What follows belongs to an exercise in optimizing a design on an open flow for small area and a short achievable clock period; a production flow would make more cautious choices.
The RTL was checked by simulation tests, not by an equivalence proof against the original design.
Power and IR drop assume default switching activity.

Setup of run A:
==> flow/design.v (excerpt) <==
module plic (
    input             clk,
    input             rst,           
    input             req_valid,
    input             req_write,
    input      [21:0] req_addr,      
    input      [31:0] req_wdata,
    output reg        rsp_valid,
    output reg [31:0] rsp_rdata,   
    input      [63:0] irq,
    output     [1:0]  eip
);
Size in the first run: roughly 460 flip-flops, roughly 160 I/O pins.
==> flow/config.mk <==
export PLATFORM = sky130hd
export DESIGN_NAME = plic
export DESIGN_NICKNAME = plic
export VERILOG_FILES = /design/flow/design.v
export SDC_FILE = /design/flow/constraint.sdc
export NUM_CORES = 4
export LEC_CHECK = 0
export CAP_MARGIN = 30
export CORE_MARGIN = 2
export CORE_UTILIZATION = 65
export CTS_BUF_LIST = sky130_fd_sc_hd__clkbuf_4 sky130_fd_sc_hd__clkbuf_8
export SLEW_MARGIN = 30
==> flow/constraint.sdc <==
create_clock -name core_clock -period 95.0 [get_ports {clk}]
set_input_delay 19.0000 -clock core_clock [delete_from_list [all_inputs] [get_ports {clk}]]
set_output_delay 19.0000 -clock core_clock [all_outputs]
set_load 0.01 [all_outputs]
standard.sh (not shown) runs the stock make flow with config.mk's settings and CLKGATE_MAP_FILE= SYNTH_SCRIPT=/design/flow/synth_recipe.tcl, a recipe that flattens the netlist after the stock synthesis.
==> flow/flow/run.sh <==
#!/bin/bash
# Layout flow: the standard flow (standard.sh) with these changes:
#  * synthesis maps the logic with an area-oriented ABC script (flow/abc_area.script)
#    in place of ORFS's delay-oriented one; everything else in synthesis (register
#    mapping, flattening, renaming) is the standard flow's own script, unchanged;
#  * extra make variables from flow/make_args.txt (one NAME=value per line): a setup
#    margin for repair_timing, so that the I/O paths that set the achieved period
#    get sized up, and the smallest buffer cell for the port buffers.
# make's output goes to flow_make.log here; ORFS's per-step logs are under orfs/logs.
set -euo pipefail
W=$PWD
F=$W/flow
sed "s#^\( *\)log_cmd abc {\*}\$abc_args#\1set abc_args [lreplace \$abc_args 1 1 $F/abc_area.script]\n\1log_cmd abc {*}\$abc_args#" \
    "$FLOW_HOME/scripts/synth.tcl" > "$W/area_synth_core.tcl"
grep -q "abc_area.script" "$W/area_synth_core.tcl"
sed "s#source \$::env(SCRIPTS_DIR)/synth.tcl#source $W/area_synth_core.tcl#" synth_recipe.tcl > "$W/area_synth.tcl"
grep -q "area_synth_core.tcl" "$W/area_synth.tcl"
EXTRA=""
while IFS= read -r line; do
  [[ -z "$line" ]] && continue
  EXTRA+=" '$line'"
done < "$F/make_args.txt"
sed -e "s#SYNTH_SCRIPT=[^ ]*#SYNTH_SCRIPT=$W/area_synth.tcl#" \
    -e "s#\"\${@:-finish}\"#$EXTRA \"\${@:-finish}\"#" standard.sh > "$W/area_standard.sh"
grep -q "area_synth.tcl" "$W/area_standard.sh"
bash "$W/area_standard.sh" > "$W/flow_make.log" 2>&1
==> flow/flow/abc_area.script <==
strash
dch -f
amap
topo
==> flow/flow/make_args.txt <==
SETUP_SLACK_MARGIN=73
BUFFER_PORTS_ARGS=-buffer_cell sky130_fd_sc_hd__buf_1
Run A never completed, since it errored out during global routing (5_1_grt).
Setup changes, run A to run B
-- flow/flow/run.sh --
<<< run A, line 13
sed "s#^\( *\)log_cmd abc {\*}\$abc_args#\1set abc_args [lreplace \$abc_args 1 1 $F/abc_area.script]\n\1log_cmd abc {*}\$abc_args#" \
>>> run B, line 13
# cells kept out of ABC's mapping (flow/abc_dont_use.txt): the slow non-inverting gates
DU=""
while IFS= read -r c; do [[ -n "$c" ]] && DU+=" -dont_use $c"; done < "$F/abc_dont_use.txt"
sed "s#^\( *\)log_cmd abc {\*}\$abc_args#\1set abc_args [lreplace \$abc_args 1 1 $F/abc_area.script]\n\1lappend abc_args $DU\n\1log_cmd abc {*}\$abc_args#" \
==> flow/flow/abc_dont_use.txt (new file) <==
sky130_fd_sc_hd__or4*
sky130_fd_sc_hd__and4*
sky130_fd_sc_hd__or3*
sky130_fd_sc_hd__and3*
sky130_fd_sc_hd__or2*
sky130_fd_sc_hd__and2*
sky130_fd_sc_hd__a*o_*
sky130_fd_sc_hd__o*a_*
-- flow/flow/make_args.txt --
<<< run A, line 1
SETUP_SLACK_MARGIN=73
>>> run B, line 1
SETUP_SLACK_MARGIN=72.5
-- flow/config.mk --
<<< run A, line 8
export CAP_MARGIN = 30
>>> run B, line 8
export CAP_MARGIN = 10
<<< run A, line 10
export CORE_UTILIZATION = 65
export CTS_BUF_LIST = sky130_fd_sc_hd__clkbuf_4 sky130_fd_sc_hd__clkbuf_8
export SLEW_MARGIN = 30
>>> run B, line 10
export CORE_UTILIZATION = 35
export CTS_BUF_LIST = sky130_fd_sc_hd__clkbuf_8 sky130_fd_sc_hd__clkbuf_16
export CTS_CLUSTER_DIAMETER = 60
export CTS_CLUSTER_SIZE = 20
export SLEW_MARGIN = 10
--- outcome ---
Layout checks on run B: not met. Flow itself completed; violations: capacitance limit, slew limit.
Run B ends up with a area fraction in and, or, nand and nor cells after synthesis that is 3.1 points lower than in run A.
Measured against run A, the clock buffer count from CTS of run B comes out at 0.61 times the reference value.
Number of rows created at floorplan in run B is about 35% higher than in run A
Of run B and run A, it is run B that has the higher sequential-to-total area share from yosys stat.
Chip height is higher on run B
In the tables for run B and run A, synthesized instance count reads higher with run A.
[compare] base=run A new=run B: cell count after placement rose by 384, worst setup timing slack at the placement stage fell by 0.30 ns.
For run C, these inputs were changed with respect to run B:
-- flow/config.mk --
<<< run B, line 8
export CAP_MARGIN = 10
>>> run C, line 8
export CAP_MARGIN = 20
<<< run B, line 10
export CORE_UTILIZATION = 35
>>> run C, line 10
export CORE_UTILIZATION = 42
<<< run B, line 12
export CTS_CLUSTER_DIAMETER = 60
export CTS_CLUSTER_SIZE = 20
export SLEW_MARGIN = 10
>>> run C, line 12
export CTS_CLUSTER_DIAMETER = 100
export CTS_CLUSTER_SIZE = 30
export SLEW_MARGIN = 20
Notes after the runs:
- Run C finished every stage and its layout cleared the timing, design-rule and antenna checks.
- In run C, static leakage is lower than in run B.
- NOTE: worst hold slack across all endpoints in run C exceeds that of run B
- Global-route wire length before repair delta (run C − run B): favourable
- The internal power of run C was superior to that of run B.
- Higher combinational fraction of design power goes to run C over run B.
- For die area, dividing the value from run C by the value from run B gives 0.836.
- Run C ends up with higher switching part of the total power than run B does.
- Lower design area among run B and run C: run C
Input changes introduced in run D (baseline for comparison: run C):
-- flow/config.mk --
<<< run C, line 10
export CORE_UTILIZATION = 42
>>> run D, line 10
export CORE_UTILIZATION = 35
<<< run C, line 12
export CTS_CLUSTER_DIAMETER = 100
export CTS_CLUSTER_SIZE = 30
>>> run D, line 12
export CTS_CLUSTER_DIAMETER = 60
export CTS_CLUSTER_SIZE = 20
==> comparison <==
The lower clock skew came out of run D. Looking at area fraction of clock buffers and clock inverters, run D sits 1.9 points higher than run C does. Looking only at critical path depth, and setting everything else aside, the higher value of run D and run C goes to run C. Between run C and run D, the flow reports area taken by multi-input logic gates increasing by a few percent. On final cell count without fillers, the higher figure sits with run D, not run C. Per the comparison of run D with run C, global-route usage now sits lower; share of the cycle needed by the critical path after routing now sits at about the same level; number of antenna cells inserted now sits higher.

## what the ideal ports hide
In the flow no input, the clock included, has a driving cell. The finished layouts below were timed again as built, in two steps. Step 1 (the two cells are an assumption about what drives the block):
set clk [get_ports {clk}]
set_driving_cell -lib_cell sky130_fd_sc_hd__clkbuf_16 $clk
set_driving_cell -lib_cell sky130_fd_sc_hd__buf_2 [delete_from_list [all_inputs] $clk]
Step 2 moves the port delays by t, midway between the first and last clock arrival at a register: inputs arrive t later, outputs are due t later. That takes back most of the time a late clock gives input paths. Three values: no drivers, after step 1, after step 2; two values: the first two.
run	t (ns)	setup slack, ns	slew at the worst register clock pin (ns)
run B	0.685	72.389 / 72.323 / 71.908	0.09 / 0.09
run C	0.725	72.233 / 72.155 / 71.996	0.12 / 0.12
run D	0.698	72.355 / 72.279 / 71.975	0.09 / 0.09
The setup slack of run B, which loses most, moves by -0.066 ns with the drivers and by -0.481 ns with both steps.
